From an optimization exercise on the open Yosys and OpenROAD flow, aimed at small area, a short achievable clock period and few clock cycles; shortcuts taken in it are not production practice. In this exercise RTL edits were held to simulation tests only and were not proved equivalent to the original. Power and IR drop assume default switching activity.

Setup of 03-02:
## c2mux_dp
module c2mux_dp (
    input  wire        clk,
    input  wire        rst,           
    input  wire        enc_start,     
    input  wire [63:0] enc_id,        
    input  wire [3:0]  enc_idlen,
    input  wire [7:0]  enc_subid,     
    input  wire        enc_mcast,
    output wire        enc_busy,
    output wire        enc_done,
    output wire [47:0] addr,          
    output wire        addr_valid,
    output wire [2:0]  cfgerr,
    input  wire        smp_valid,
    input  wire [15:0] smp_data,      
    input  wire [31:0] thr,           
    output wire        est_done,
    output wire [39:0] sumsq,
    output wire        est_data       
);
export LEC_CHECK = 0
export CAP_MARGIN = 20
export CORE_MARGIN = 2
export CORE_UTILIZATION = 60
export CTS_BUF_LIST = sky130_fd_sc_hd__clkbuf_16
export CTS_CLUSTER_DIAMETER = 100
export CTS_CLUSTER_SIZE = 25
export SLEW_MARGIN = 20
export SYNTH_HIERARCHICAL = 1
export SYNTH_MINIMUM_KEEP_SIZE = 0
create_clock -name core_clock -period 10.0 [get_ports {clk}]
standard.sh (not shown) runs the stock make flow with config.mk's settings and CLKGATE_MAP_FILE= SYNTH_SCRIPT=/design/flow/synth_recipe.tcl, a recipe that flattens the netlist after the stock synthesis.
==> flow/flow/run.sh <==
#!/bin/bash
# Layout flow: the standard ORFS flow (standard.sh), with two changes to
# how the layout is made:
#  - ports are buffered with sky130_fd_sc_hd__buf_1 instead of the default
#    delay cell chosen by buffer_ports (still one buffer on every port);
#  - timing repair aims for more setup slack than the 10 ns clock needs.
# The clock period, SDC, synthesis, floorplan, power grid and tap cells are
# the standard flow's own. Each tool's output goes to the ORFS logs under orfs/logs and
# to flow.log here.
set -uo pipefail
bash standard.sh \
  BUFFER_PORTS_ARGS="-buffer_cell sky130_fd_sc_hd__buf_1" \
  SETUP_SLACK_MARGIN=7.0 \
  finish > flow.log 2>&1
st=$?
mkdir -p logs
cp -r orfs/logs/. logs/ 2>/dev/null || true
exit $st
Testbench counts of 03-02, summed over its fixed seeds: cycles 10,328.
The following lists how 12-20 was set up differently from 03-02:
# 03-02
export LEC_CHECK = 0
export CAP_MARGIN = 20
export CORE_MARGIN = 2
export CORE_UTILIZATION = 60
export CTS_BUF_LIST = sky130_fd_sc_hd__clkbuf_16
export CTS_CLUSTER_DIAMETER = 100
export CTS_CLUSTER_SIZE = 25
export SLEW_MARGIN = 20
export SYNTH_HIERARCHICAL = 1
export SYNTH_MINIMUM_KEEP_SIZE = 0
create_clock -name core_clock -period 10.0 [get_ports {clk}]
# 12-20
export LEC_CHECK = 0
export CAP_MARGIN = 20
export CORE_MARGIN = 2
export CORE_UTILIZATION = 70
export CTS_BUF_LIST = sky130_fd_sc_hd__clkbuf_16
export CTS_CLUSTER_DIAMETER = 100
export CTS_CLUSTER_SIZE = 25
export SLEW_MARGIN = 20
export SYNTH_HIERARCHICAL = 1
export SYNTH_MINIMUM_KEEP_SIZE = 0
create_clock -name core_clock -period 10.0 [get_ports {clk}]
-- flow/flow/run.sh --
<<< 03-02, line 11
bash standard.sh \
  BUFFER_PORTS_ARGS="-buffer_cell sky130_fd_sc_hd__buf_1" \
  SETUP_SLACK_MARGIN=7.0 \
  finish > flow.log 2>&1
st=$?
>>> 12-20, line 11
bash standard.sh \
  BUFFER_PORTS_ARGS="-buffer_cell sky130_fd_sc_hd__buf_1" \
  SETUP_SLACK_MARGIN=6.8 \
  finish > flow.log 2>&1
st=$?
Compared with 03-02, in 12-20 worst setup slack shows a reduction of 0.063 ns; clock share of power went down by 0.3 points; relative area change from synthesis to final layout fell 11 points; worst setup skew after layout picked up an extra 0.015 ns; ratio of final minimum period to clock period rose by 0.63 points.
Diff 03-02 -> 12-20 | non-clock buffer count | down by more than 10%
Re maximum clock path buffer count: no difference whatsoever between 03-02 and 12-20.
In 12-20 the largest driver fanout on the critical path turned out 5 higher than in 03-02.
met1 routed wirelength after detailed routing was higher in 03-02 than in 12-20.
Compared with 03-02, 12-20 shows a lower data-path buffer share of cell area in the final layout.
Clock power (12-20 vs. 03-02) decreases by a few percent

[afterwards: timing with drivers on the ports]
The flow's constraints put no driver on any port. The routed layouts listed below were extracted and timed again, unchanged, in two steps.
Step 1: set_driving_cell puts a clkbuf_16 on clk and a buf_2 on each other input, an assumption about the parent block.
Step 2 adds t to the input delays and takes it off the output delays; t is the mean of the earliest and latest rising clock arrival at the registers after step 1. Input paths then give back, and output paths get back, about the clock's delay inside the block.
a / b / c = no drivers / after step 1 / after step 2; a / b = the first two.
run | t, ns | slack for setup (ns) | worst setup path after step 2 | clock arrival spread, ns | slew at the worst register clock pin (ns)
03-02 | 0.548 | 6.903 / 6.852 / 6.695 | input to register | 0.013 / 0.013 | 0.10 / 0.10
12-20 | 0.532 | 6.841 / 6.810 / 6.525 | input to register | 0.028 / 0.028 | 0.10 / 0.10
After both steps every run listed still meets setup and hold. The setup slack of 12-20, which loses most, moves by -0.031 ns with the drivers and by -0.316 ns with both steps.
